Source: an optimization exercise on an open RTL-to-GDS flow (aim: small area, a short achievable clock period and few clock cycles per item). Production flows keep margins and buffers that such runs may drop. RTL that was checked went through simulation tests only; none was proved equivalent to the original. Power and IR drop assume default switching activity.

== main ==
Design pulse_tx_codec, start of the top module:
module pulse_tx_codec (
    input  wire       clk,
    input  wire       rst,         
    input  wire       in_valid,
    input  wire [7:0] in_data,
    input  wire       in_last,
    output wire       in_ready,
    output wire       out_valid,
    output wire [7:0] out_data,
    input  wire       out_ready
);
    localparam [7:0] FLAG = 8'h55;
    localparam [2:0] W_IDLE  = 3'd0;    
    localparam [2:0] W_START = 3'd1;    
    localparam [2:0] W_DATA  = 3'd2;    
    localparam [2:0] W_FCS   = 3'd3;    
    localparam [2:0] W_CLOSE = 3'd4;    
    function [31:0] crc32_byte(input [31:0] crc_in, input [7:0] d);
        integer k;
        reg [31:0] r;
        begin
            r = crc_in ^ {24'd0, d};
            for (k = 0; k < 8; k = k + 1)
                r = r[0] ? ((r >> 1) ^ 32'hEDB8_8320) : (r >> 1);
            crc32_byte = r;
        end
    endfunction
    function [6:0] first64(input [63:0] v);
        integer k;
        begin
            first64 = 7'd0;
            for (k = 63; k >= 0; k = k - 1)
                if (v[k]) first64 = {1'b1, k[5:0]};
        end
    endfunction
    reg         ia_v, ib_v, ir;
    reg  [7:0]  ia_d, ib_d;
    reg         ia_l, ib_l;
    wire        pop;                     
    wire        in_fire = in_valid && ir;
    assign in_ready = ir;
    reg         oa_v, ob_v;
    reg  [7:0]  oa_d, ob_d;
    wire        push;                    
    wire [7:0]  push_d;
    assign out_valid = oa_v;
    assign out_data  = oa_d;
    reg  [256*9-1:0] ring;
  ...
Settings: LEC_CHECK=0, CAP_MARGIN=20, CORE_MARGIN=2, CORE_UTILIZATION=55, SETUP_SLACK_MARGIN=5.0, SLEW_MARGIN=20; clock period 8.0 ns.
run.sh (not shown) runs the stock make flow with config.mk's settings and CLKGATE_MAP_FILE= SYNTH_SCRIPT=/design/flow/synth_recipe.tcl, a recipe that flattens the netlist after the stock synthesis.
main finished end to end and its layout was clean on timing, DRC and antenna.
Testbench counts of main, summed over its fixed seeds: cycles 97,647, items 900.
[inputs] the feature branch vs main
# main
export LEC_CHECK = 0
export CAP_MARGIN = 20
export CORE_MARGIN = 2
export CORE_UTILIZATION = 55
export SETUP_SLACK_MARGIN = 5.0
export SLEW_MARGIN = 20
create_clock -name core_clock -period 8.0 [get_ports {clk}]
# the feature branch
export LEC_CHECK = 0
export CAP_MARGIN = 20
export CORE_MARGIN = 2
export CORE_UTILIZATION = 60
export CTS_CLUSTER_DIAMETER = 80
export CTS_CLUSTER_SIZE = 30
export SETUP_SLACK_MARGIN = 5.0
export SLEW_MARGIN = 20
create_clock -name core_clock -period 8.0 [get_ports {clk}]
Results
The flow did not stop early for the feature branch: all stages ran, and the layout cleared the timing, DRC and antenna checks.
Relative to main, worst hold slack has gone up in the feature branch.
For final-report max-slew violation count, the feature branch and main come out practically identical.
Least setup slack across all paths after layout (lower): the feature branch
Wire length of the first global-routing pass (higher): main
Summary — final standard cell utilization of the core, the feature branch relative to main: higher, by 0.73 points.
In the metrics for the feature branch and main, the one carrying the lower number of tap instances is the feature branch.

========
Setup of the baseline:
pulse_tx_codec, a different RTL version from the one above (not shown whole).
Size: roughly 3300 cells after synthesis, about 2400 flip-flops.
Settings: LEC_CHECK=0, CAP_MARGIN=20, CORE_MARGIN=2, CORE_UTILIZATION=60, CTS_CLUSTER_DIAMETER=80, CTS_CLUSTER_SIZE=34, SETUP_SLACK_MARGIN=5.0, SLEW_MARGIN=20; clock period 8.0 ns.
standard.sh (not shown) runs the stock make flow with config.mk's settings and CLKGATE_MAP_FILE= SYNTH_SCRIPT=/design/flow/synth_recipe.tcl, a recipe that flattens the netlist after the stock synthesis.
==> flow/flow/run.sh <==
#!/bin/bash
set -euo pipefail
MARGIN=5.3
sed "s/SETUP_SLACK_MARGIN=[0-9.]*/SETUP_SLACK_MARGIN=${MARGIN}/" standard.sh > standard_margin.sh
grep -q "SETUP_SLACK_MARGIN=${MARGIN}" standard_margin.sh
bash standard_margin.sh > flow.log 2>&1
In summary, the baseline completed successfully, with a layout that passed the timing, DRC and antenna checks.
Testbench counts of the baseline, summed over its fixed seeds: cycles 97,641, items 900.
For the candidate, these inputs were changed with respect to the baseline:
- changing CTS_CLUSTER_SIZE from 34 to 30
--- a/flow/flow/run.sh
+++ b/flow/flow/run.sh
@@ -3 +3 @@
-MARGIN=5.3
+MARGIN=5.35
Notes after the runs:
The candidate against the baseline: clock network fraction of design power up 1.0 points, number of cells in the finished layout apart from fillers moved up, post-detailed-route via-to-cell ratio decreased by 0.030 relative to the old numbers, transition at the pin with the smallest max-transition slack now larger.
In the candidate the initial antenna violation count turned out 1 lower than in the baseline.
Diff the baseline -> the candidate: wire length now larger; clock distribution area overhead in the final layout now larger.
The sequential power share number comes out higher for the baseline vs the candidate.
Total global routing track utilization, the baseline and the candidate, lower one = the baseline.

========
Setup of 02-06:
The RTL this note starts from:
==> flow/design.v <==
module pulse_tx_codec (
    input  wire       clk,
    input  wire       rst,         
    input  wire       in_valid,
    input  wire [7:0] in_data,
    input  wire       in_last,
    output wire       in_ready,
    output wire       out_valid,
    output wire [7:0] out_data,
    input  wire       out_ready
);
    localparam [7:0] FLAG = 8'h55;
    localparam [2:0] W_IDLE  = 3'd0;    
    localparam [2:0] W_START = 3'd1;    
    localparam [2:0] W_DATA  = 3'd2;    
    localparam [2:0] W_FCS   = 3'd3;    
    localparam [2:0] W_CLOSE = 3'd4;    
    function [31:0] crc32_byte(input [31:0] crc_in, input [7:0] d);
        integer k;
        reg [31:0] r;
        begin
            r = crc_in ^ {24'd0, d};
            for (k = 0; k < 8; k = k + 1)
                r = r[0] ? ((r >> 1) ^ 32'hEDB8_8320) : (r >> 1);
            crc32_byte = r;
        end
    endfunction
    reg         ir;          
    assign in_ready = ir;
    reg         oa_v, ob_v;
    reg  [7:0]  oa_d, ob_d;
    wire        push;                    
    wire [7:0]  push_d;
    assign out_valid = oa_v;
    assign out_data  = oa_d;
    reg  [256*9-1:0] ring;
    reg  [7:0]  da;          
    reg  [7:0]  db;          
    reg         rp, wp;      
    reg         vp;          
    reg         empty;       
    reg         full;        
    reg         c255;        
    wire [8:0]  head = ring[256*9-1 -: 9];
    wire [8:0]  next_head = ring[255*9-1 -: 9];
    reg         is_code;     
    reg         head_ok;     
    wire [255:0] ta;
    genvar gi;
    generate
        for (gi = 0; gi < 256; gi = gi + 1) begin : g_ta
            if (gi >= 1 && gi <= 253)
                assign ta[gi] = ring[(253-gi)*9 + 8];
            else
                assign ta[gi] = 1'b0;
        end
    endgenerate
    wire [6:0]  f0, f1, f2, f3;
    genvar gg;
    generate
        for (gg = 0; gg < 4; gg = gg + 1) begin : g_grp
            wire [63:0] b = ta[64*gg +: 64];
            wire [31:0] v1; wire [31:0]    i1;
            wire [15:0] v2; wire [16*2-1:0] i2;
            wire [7:0]  v3; wire [8*3-1:0]  i3;
            wire [3:0]  v4; wire [4*4-1:0]  i4;
            wire [1:0]  v5; wire [2*5-1:0]  i5;
            for (gi = 0; gi < 32; gi = gi + 1) begin : l1
                assign v1[gi] = b[2*gi] | b[2*gi+1];
                assign i1[gi] = !b[2*gi];
            end
            for (gi = 0; gi < 16; gi = gi + 1) begin : l2
                assign v2[gi] = v1[2*gi] | v1[2*gi+1];
                assign i2[gi*2 +: 2] = v1[2*gi] ? {1'b0, i1[2*gi]} : {1'b1, i1[2*gi+1]};
            end
            for (gi = 0; gi < 8; gi = gi + 1) begin : l3
                assign v3[gi] = v2[2*gi] | v2[2*gi+1];
                assign i3[gi*3 +: 3] = v2[2*gi] ? {1'b0, i2[4*gi +: 2]} : {1'b1, i2[4*gi+2 +: 2]};
            end
            for (gi = 0; gi < 4; gi = gi + 1) begin : l4
                assign v4[gi] = v3[2*gi] | v3[2*gi+1];
                assign i4[gi*4 +: 4] = v3[2*gi] ? {1'b0, i3[6*gi +: 3]} : {1'b1, i3[6*gi+3 +: 3]};
            end
            for (gi = 0; gi < 2; gi = gi + 1) begin : l5
                assign v5[gi] = v4[2*gi] | v4[2*gi+1];
                assign i5[gi*5 +: 5] = v4[2*gi] ? {1'b0, i4[8*gi +: 4]} : {1'b1, i4[8*gi+4 +: 4]};
            end
            wire [6:0] fr = {v5[0] | v5[1], v5[0] ? {1'b0, i5[0 +: 5]} : {1'b1, i5[5 +: 5]}};
            if (gg == 0) begin : a0 assign f0 = fr; end
            if (gg == 1) begin : a1 assign f1 = fr; end
            if (gg == 2) begin : a2 assign f2 = fr; end
            if (gg == 3) begin : a3 assign f3 = fr; end
        end
    endgenerate
    reg  [6:0]  g0, g1, g2, g3;
    reg         g1_55;       
    wire        t254 = ring[8];
    wire        g3v  = g3[6] || t254;
    wire [5:0]  g3i  = g3[6] ? g3[5:0] : 6'd62;
    wire        found = g0[6] || g1[6] || g2[6] || g3v;
    wire [7:0]  code_n = g0[6] ? {2'd0, g0[5:0]} :
                         g1[6] ? {2'd1, g1[5:0]} :
                         g2[6] ? {2'd2, g2[5:0]} :
                         g3v   ? {2'd3, g3i}     : 8'hFF;
    wire        code_55 = !g0[6] && g1[6] && g1_55;
    reg  [7:0]  code_q;      
    wire        consume = rp && !empty && !ob_v && head_ok;
    assign push   = consume;
    assign push_d = is_code ? code_q : head[7:0];
    reg  [2:0]  wst;
    reg  [7:0]  run;         
    reg         run_full;    
    reg  [1:0]  fidx;
    reg  [31:0] crc;
    wire [7:0]  x = (wst == W_FCS) ? ~crc[7:0] : in_data;
    reg         has_slot;
    reg  [8:0]  nslot;
    reg         uses_x;
    always @* begin
        has_slot = 1'b0;
        nslot    = {1'b1, 8'h00};
        uses_x   = 1'b0;
        case (wst)
            W_IDLE:  begin has_slot = in_valid; nslot = {1'b1, FLAG}; end
            W_START: begin has_slot = 1'b1; end
            W_DATA, W_FCS: begin
                has_slot = (wst == W_FCS) || in_valid || run_full;
                if (!run_full) begin
                    uses_x = 1'b1;
                    if (x != 8'h00)
                        nslot = {1'b0, (x == FLAG) ? 8'h00 : x};
                end
            end
            W_CLOSE: begin has_slot = 1'b1; nslot = {1'b1, FLAG}; end
            default: ;
        endcase
    end
    wire        write_nc = has_slot && (empty || (wp && !full));
    wire        write_c  = has_slot && (empty || wp);
    wire        write    = consume ? write_c : write_nc;
    wire        take = write && uses_x && (wst == W_DATA);
    wire        inc = write && !consume;
    wire        dec = consume && !write;
    wire        c1      = (db == 8'd1);
    wire        c254    = !empty && (da == 8'd2);
    wire        empty_n = inc ? 1'b0 : (dec ? c1 : empty);
    wire        full_n  = inc ? c255 : (dec ? 1'b0 : full);
    wire        c255_n  = inc ? c254 : (dec ? full : c255);
    wire        rp_n = consume || (!(write && empty) && (da == 8'd1));
    wire        wp_n = write || (db == 8'd1);
    wire        head_ok_n = !(next_head[8] && !next_head[0]) || found || full_n || c255_n;
    reg  [2:0]  wst_n;
    always @* begin
        wst_n = wst;
        if (write)
            case (wst)
                W_IDLE:  wst_n = W_START;
                W_START: wst_n = W_DATA;
                W_DATA:  if (uses_x && in_last) wst_n = W_FCS;
                W_FCS:   if (uses_x && fidx == 2'd3) wst_n = W_CLOSE;
                default: wst_n = W_IDLE;
            endcase
    end
    wire        run_full_n = write ? (uses_x && x != 8'h00 && run == 8'd253) : run_full;
    wire        ob_v_n = (!oa_v || out_ready) ? (ob_v && push) : (ob_v || push);
    wire        consume_n = rp_n && !empty_n && !ob_v_n && head_ok_n;
    wire        ir_n = (wst_n == W_DATA) && !run_full_n &&
                       (empty_n || (wp_n && (!full_n || consume_n)));
    always @(posedge clk) begin
        ring <= {ring[255*9-1:0],
                 write ? nslot : {head[8] && vp && !consume, head[7:0]}};
        g0 <= f0;
        g1 <= f1;
        g2 <= f2;
        g3 <= f3;
        g1_55 <= (f1[5:0] == 6'd21);
        code_q  <= code_55 ? 8'h00 : code_n;
        is_code <= next_head[8] && !next_head[0];
        head_ok <= head_ok_n;
        rp <= rp_n;
        wp <= wp_n;
        vp <= !empty_n && (rp_n || (vp && !wp_n));
        if (consume)
            da <= 8'd0;
        else if (write && empty)
            da <= 8'd255;
        else
            da <= da - 8'd1;
        if (write)
            db <= 8'd0;
        else
            db <= db - 8'd1;
        if (!oa_v || out_ready) begin
            oa_v <= ob_v || push;
            oa_d <= ob_v ? ob_d : push_d;
            ob_v <= ob_v && push;
            ob_d <= push_d;
        end else if (push) begin
            ob_v <= 1'b1;
            ob_d <= push_d;
        end
        if (write) begin
            case (wst)
                W_IDLE:  crc <= 32'hFFFF_FFFF;
                W_START: run <= 8'd0;
                W_DATA, W_FCS: begin
                    if (!uses_x || x == 8'h00)
                        run <= 8'd0;
                    else
                        run <= run + 8'd1;
                    if (uses_x) begin
                        if (wst == W_DATA) begin
                            crc  <= crc32_byte(crc, in_data);
                            fidx <= 2'd0;
                        end else begin
                            crc  <= {8'hFF, crc[31:8]};
                            fidx <= fidx + 2'd1;
                        end
                    end
                end
                default: ;
            endcase
        end
        if (rst) begin
            empty    <= 1'b1;
            full     <= 1'b0;
            c255     <= 1'b0;
            vp       <= 1'b0;
            wst      <= W_IDLE;
            run_full <= 1'b0;
            ir       <= 1'b0;
            oa_v     <= 1'b0;
            ob_v     <= 1'b0;
        end else begin
            empty <= empty_n;
            full  <= full_n;
            c255  <= c255_n;
            wst      <= wst_n;
            run_full <= run_full_n;
            ir       <= ir_n;
        end
    end
endmodule
make LEC_CHECK=0 CAP_MARGIN=20 CORE_MARGIN=2 CORE_UTILIZATION=60 CTS_CLUSTER_DIAMETER=80 CTS_CLUSTER_SIZE=30 SETUP_SLACK_MARGIN=5.0 SLEW_MARGIN=20 finish   # period 8.0 ns
run.sh (not shown) runs the stock make flow with config.mk's settings and CLKGATE_MAP_FILE= SYNTH_SCRIPT=/design/flow/synth_recipe.tcl, a recipe that flattens the netlist after the stock synthesis.
Stock flow here: none of the scripts above is used.
Both conditions hold for 02-06: the flow ran to the end and the final layout passed the timing, DRC and antenna checks.
Here is what was changed in the inputs of 08-01 compared with 02-06.
==> flow/flow/run.sh (new file) <==
#!/bin/bash
set -euo pipefail
MARGIN=5.3
sed "s/SETUP_SLACK_MARGIN=[0-9.]*/SETUP_SLACK_MARGIN=${MARGIN}/" standard.sh > standard_margin.sh
grep -q "SETUP_SLACK_MARGIN=${MARGIN}" standard_margin.sh
bash standard_margin.sh > flow.log 2>&1
==> flow/standard.sh (new file) <==
#!/bin/bash
# synth_recipe.tcl (not shown) runs the flow's synth.tcl, then flattens the netlist and writes it again
# the make line also repeats each setting of config.mk as NAME=value (left out here)
make -C /OpenROAD-flow-scripts/flow DESIGN_CONFIG=/design/flow/config.mk WORK_HOME=/design/flow/orfs CLKGATE_MAP_FILE= SYNTH_SCRIPT=/design/flow/synth_recipe.tcl "${@:-finish}"
removed: flow/run.sh
==> summary.txt <==
- 02-06 and 08-01 all finish clean.
- Between 08-01 and 02-06, it is 08-01 whose power share of the clock group is higher, by 0.5 points.
- Period utilization: 08-01 vs 02-06 down 0.95 points
- Cmp 08-01 vs 02-06: met1 wire length higher in 08-01
- Minimum period implied by the final worst setup slack ends up lower on 08-01.
- The sequential share of layout area of 08-01 falls short of that of 02-06 by 0.50 points.
No run of this note included a check of the RTL's function; only the layout flow was run.

========
RTL: one of the versions met above, not the one the previous note started from.
Size in the first run: roughly 3300 cells after synthesis, roughly 23 I/O pins, about 55000 um^2 of cells after synthesis.
export LEC_CHECK = 0
export CAP_MARGIN = 20
export CORE_MARGIN = 2
export CORE_UTILIZATION = 60
export CTS_CLUSTER_DIAMETER = 80
export CTS_CLUSTER_SIZE = 30
export SETUP_SLACK_MARGIN = 5.0
export SLEW_MARGIN = 20
create_clock -name core_clock -period 8.0 [get_ports {clk}]
standard.sh (not shown) runs the stock make flow with config.mk's settings and CLKGATE_MAP_FILE= SYNTH_SCRIPT=/design/flow/synth_recipe.tcl, a recipe that flattens the netlist after the stock synthesis.
==> flow/flow/run.sh <==
#!/bin/bash
set -euo pipefail
MARGIN=5.5
sed "s/SETUP_SLACK_MARGIN=[0-9.]*/SETUP_SLACK_MARGIN=${MARGIN}/" standard.sh > standard_margin.sh
grep -q "SETUP_SLACK_MARGIN=${MARGIN}" standard_margin.sh
bash standard_margin.sh > flow.log 2>&1
Testbench counts at the start, summed over its fixed seeds: cycles 97,641, items 900.
Edit:
==> flow/flow/run.sh (replaced) <==
#!/bin/bash
set -euo pipefail
MARGIN=5.35
sed "s/SETUP_SLACK_MARGIN=[0-9.]*/SETUP_SLACK_MARGIN=${MARGIN}/" standard.sh > standard_margin.sh
grep -q "SETUP_SLACK_MARGIN=${MARGIN}" standard_margin.sh
bash standard_margin.sh > flow.log 2>&1
CORE_UTILIZATION = 66   (was 60)
CTS_CLUSTER_DIAMETER = 60   (was 80)
=> First-iteration DRC count falls by roughly a tenth. Setup slack improves by 0.022 ns. Core utilization went up by 7.4 points. Count of clock-buffer cells in the layout grows by 18. Power went up by a few percent. Maximum frequency went up slightly. Final cell count drops slightly. Via count grows slightly. Global-route usage climbs by 2.2 points.
Edit:
CORE_UTILIZATION = 60   (was 66)
CTS_CLUSTER_DIAMETER = 80   (was 60)
CTS_CLUSTER_SIZE = 34   (was 30)
What happened:
- global-route usage went down by 2.4 points
- wire length went down by 6.6%
- design area went down by 1.9%
- cell count went up by 0.65%
- synthesized area is unchanged
- worst hold slack is about the same
- first-iteration DRC count went up by 30%
Edit:
CORE_UTILIZATION = 63   (was 60)
=> The new run completed with no timing, DRC or antenna violations; register-to-register slack got worse by 0.04 ns; fmax stays flat; wire length went down slightly; die area went down by a few percent; worst hold slack got worse by 0.0052 ns; cell count went down slightly; utilization went up by 3.7 points; critical path depth does not change; clock-buffer cell count went down by 3; power went up slightly; final area is about the same.

static timing again, ports no longer ideal:
How much do the figures lean on ideal ports? The routed layouts below were timed once more, with nothing changed but the port constraints. Step 1 sets driving cells, clkbuf_16 on the clock port and buf_2 on the other inputs (assumed; they add their load-dependent delay and slew). Step 2 adds t to the input delays and takes it off the output delays; t is the mean of the earliest and latest rising clock arrival at the registers after step 1. Input paths then give back, and output paths get back, about the clock's delay inside the block. Three values: ideal, step 1, step 2; two values: the first two.
run	t (ns)	slack for setup (ns)	worst setup path after step 2	latest minus earliest clock arrival (ns)	worst register clock-pin slew, ns
main	0.826	5.108 / 5.038 / 4.806	input to register	0.045 / 0.044	0.07 / 0.07
the feature branch	0.754	4.938 / 4.875 / 4.844	input to register	0.039 / 0.039	0.11 / 0.11
the baseline	0.731	5.272 / 5.210 / 4.664	input to register	0.038 / 0.038	0.12 / 0.12
the candidate	0.733	5.271 / 5.209 / 4.671	input to register	0.025 / 0.024	0.11 / 0.11
02-06	0.740	5.078 / 5.042 / 4.383	input to register	0.030 / 0.030	0.11 / 0.11
08-01	0.754	5.155 / 5.094 / 4.598	input to register	0.048 / 0.048	0.11 / 0.11
the first run of note 4	0.752	5.237 / 5.175 / 4.724	input to register	0.042 / 0.042	0.11 / 0.11
the second run of note 4	0.744	5.259 / 5.192 / 4.654	input to register	0.036 / 0.037	0.11 / 0.11
the third run of note 4	0.734	5.285 / 5.221 / 4.668	input to register	0.028 / 0.027	0.12 / 0.12
the fourth run of note 4	0.725	5.283 / 5.219 / 4.670	input to register	0.026 / 0.026	0.12 / 0.12
After both steps every run listed still meets setup and hold. For 02-06, which loses most, drivers alone change the setup slack by -0.036 ns; drivers and shift together by -0.695 ns.
